Background: an optimization exercise with open tools, aiming at small area, a short achievable clock period and few clock cycles per item. Do not read the settings as production practice. The RTL was checked by simulation tests, not by an equivalence proof against the original design.

## run a
## smolbit_arith
module smolbit_arith (
    input  wire        clk,
    input  wire        rst,
    input  wire        in_valid,
    output wire        in_ready,
    input  wire [2:0]  in_mode,
    input  wire [31:0] in_a,
    input  wire [31:0] in_b,
    output reg         out_valid,
    output wire [31:0] out_result
);
    localparam integer R  = 8;           
    localparam integer ND = 32 / R;      
    localparam integer DW = 2;           
    localparam integer SM = R - 1;       
    localparam [2:0] M_ADD = 3'd0, M_SUB = 3'd1, M_MUL = 3'd2, M_DIV = 3'd3,
                     M_MOV = 3'd4, M_LDI = 3'd5, M_POW = 3'd6, M_ROOT = 3'd7;
    localparam [2:0] S_IDLE  = 3'd0,
                     S_FAST  = 3'd1,   
                     S_MUL   = 3'd2,   
                     S_DALN  = 3'd3,   
                     S_DSUB  = 3'd4,   
                     S_RSET  = 3'd6,   
                     S_RMUL  = 3'd7;   
    reg [2:0]    st;
    reg [31:0]   u, v, acc;
    reg [32:0]   x;
    reg [R-1:0]  dq;          
    reg          cin;         
    reg          afirst;      
    reg          useu;        
    reg          msel;        
    reg          ispow;
    reg          ph;          
    reg [1:0]    nb;          
    reg [2:0]    e;           
    reg [4:0]    deg;         
    reg [4:0]    la;          
    reg [5:0]    sd;          
    reg [DW-1:0] di;          
    reg [4:0]    cnt;         
    reg [3:0]    j;           
    reg          s32;         
    reg          cpl;         
    reg          rfirst, spec, pchk, big, ovl, pc;
    wire         ovf;         
    assign out_result = acc;
    reg         ainv;
  ...
Settings: LEC_CHECK=0, CAP_MARGIN=20, CORE_MARGIN=2, CORE_UTILIZATION=40, SETUP_SLACK_MARGIN=2.5, SLEW_MARGIN=20; clock period 8.0 ns.
run.sh (not shown) runs the stock make flow with config.mk's settings and CLKGATE_MAP_FILE= SYNTH_SCRIPT=/design/flow/synth_recipe.tcl, a recipe that flattens the netlist after the stock synthesis.
Testbench counts of run a, summed over its fixed seeds: cycles 13,349, ops 3,200.
Input changes introduced in run b (baseline for comparison: run a):
--- a/flow/design.v
+++ b/flow/design.v
@@ -536,19 +536,20 @@
     reg [DW-1:0] di;          
     reg [4:0]    cnt;         
     reg [3:0]    j;           
     reg          s32;         
     reg          cpl;         
     reg          rfirst, spec, pchk, big, ovl, pc;
     wire         ovf;         
     assign out_result = acc;
     reg         ainv;
-    wire [32:0] addend = (useu ? {s32, u} : (afirst ? 33'd0 : {1'b0, acc})) ^ {33{ainv}};
+    reg         sacc;         
+    wire [32:0] addend = (({s32, u} & {33{useu}}) | ({1'b0, acc} & {33{sacc}})) ^ {33{ainv}};
     wire [32:0] mac;
     smolbit_mul #(.R(R)) u_mac (.a(addend), .x(x), .d(dq), .cin(cin), .mac(mac));
     wire [15:0] ohj  = 16'd1 << j;
     wire [15:0] cand = v[15:0] | ohj;                        
     wire [31:0] mpl  = (st == S_RMUL) ? {16'd0, cand} : (msel ? u : v);
     wire [DW-1:0] lastd = (mpl[31:24] != 8'd0) ? 2'd3 : (mpl[23:16] != 8'd0) ? 2'd2 :
                           (mpl[15:8]  != 8'd0) ? 2'd1 : 2'd0;
     wire         sq    = ispow & msel;                       
     wire         last  = sq ? (di == {1'b0, lastd != 2'd0}) : (di == lastd);
@@ -754,18 +755,19 @@
     end
     always @(posedge clk) begin
         if (u_en)       u   <= uin ? in_a : mac[31:0];
         if (v_en)       v   <= v_n;
         if (xs != 3'd0) x   <= x_n;
         if (acc_en)     acc <= acc_n;
         dq     <= dq_n;
         afirst <= afirst_n;
         useu   <= useu_n;
+        sacc   <= ~useu_n & ~afirst_n;
         cin    <= cin_n;
         ainv   <= ~rst & (st_n == S_DSUB) & ~(st == S_DSUB ? mac[32] : 1'b0);
         msel   <= msel_n;
         if (rst) begin
             st        <= S_IDLE;
             out_valid <= 1'b0;
         end else begin
             st        <= st_n;
             out_valid <= fin;
--- outcome ---
- Between run b and run a, parity-gate share of the synthesized area counting xor and xnor cells is higher for run a, run b comes in under that.
- Run b against run a: net count after synthesis stayed essentially flat, latest clock arrival within the worst-skew pair stayed essentially flat.
- Core utilization in run b is 0.37 points lower than in run a
- Changes observed in run b relative to run a: area used by sequential logic in the layout climbed 33 um^2; met3 usage in global routing lost 0.32 points; adder-cell area share of the yosys netlist lower.
- Run b against run a: minimum setup slack after placement up 0.072 ns, critical path arrival moved down, final worst hold slack shows a reduction of 0.043 ns, clock-cell share of area level.
- Taking run a as the reference, in run b horizontal die dimension level.
Testbench counts of run b, summed over its fixed seeds: cycles 13,349, ops 3,200.

[what the ideal ports hide]
In the flow no input, the clock included, has a driving cell. The finished layouts below were timed again as built, in two steps.
Step 1, drivers: a clkbuf_16 drives clk and a buf_2 each remaining input, both assumed.
Step 2, shift: input delay + t, output delay - t, t = (earliest + latest rising clock arrival at the registers) / 2. This alone moves slack from input paths to output paths.
Three values: ideal ports, drivers, drivers and shift; two values: the first two.
run | t, ns | setup slack, ns | hold WS [ns]
run a | 0.536 | 1.661 / 1.661 / 1.661 | 0.529 / 0.529 / 0.529
run b | 0.538 | 2.023 / 2.023 / 2.023 | 0.486 / 0.486 / 0.486
After both steps every run listed still meets setup and hold.
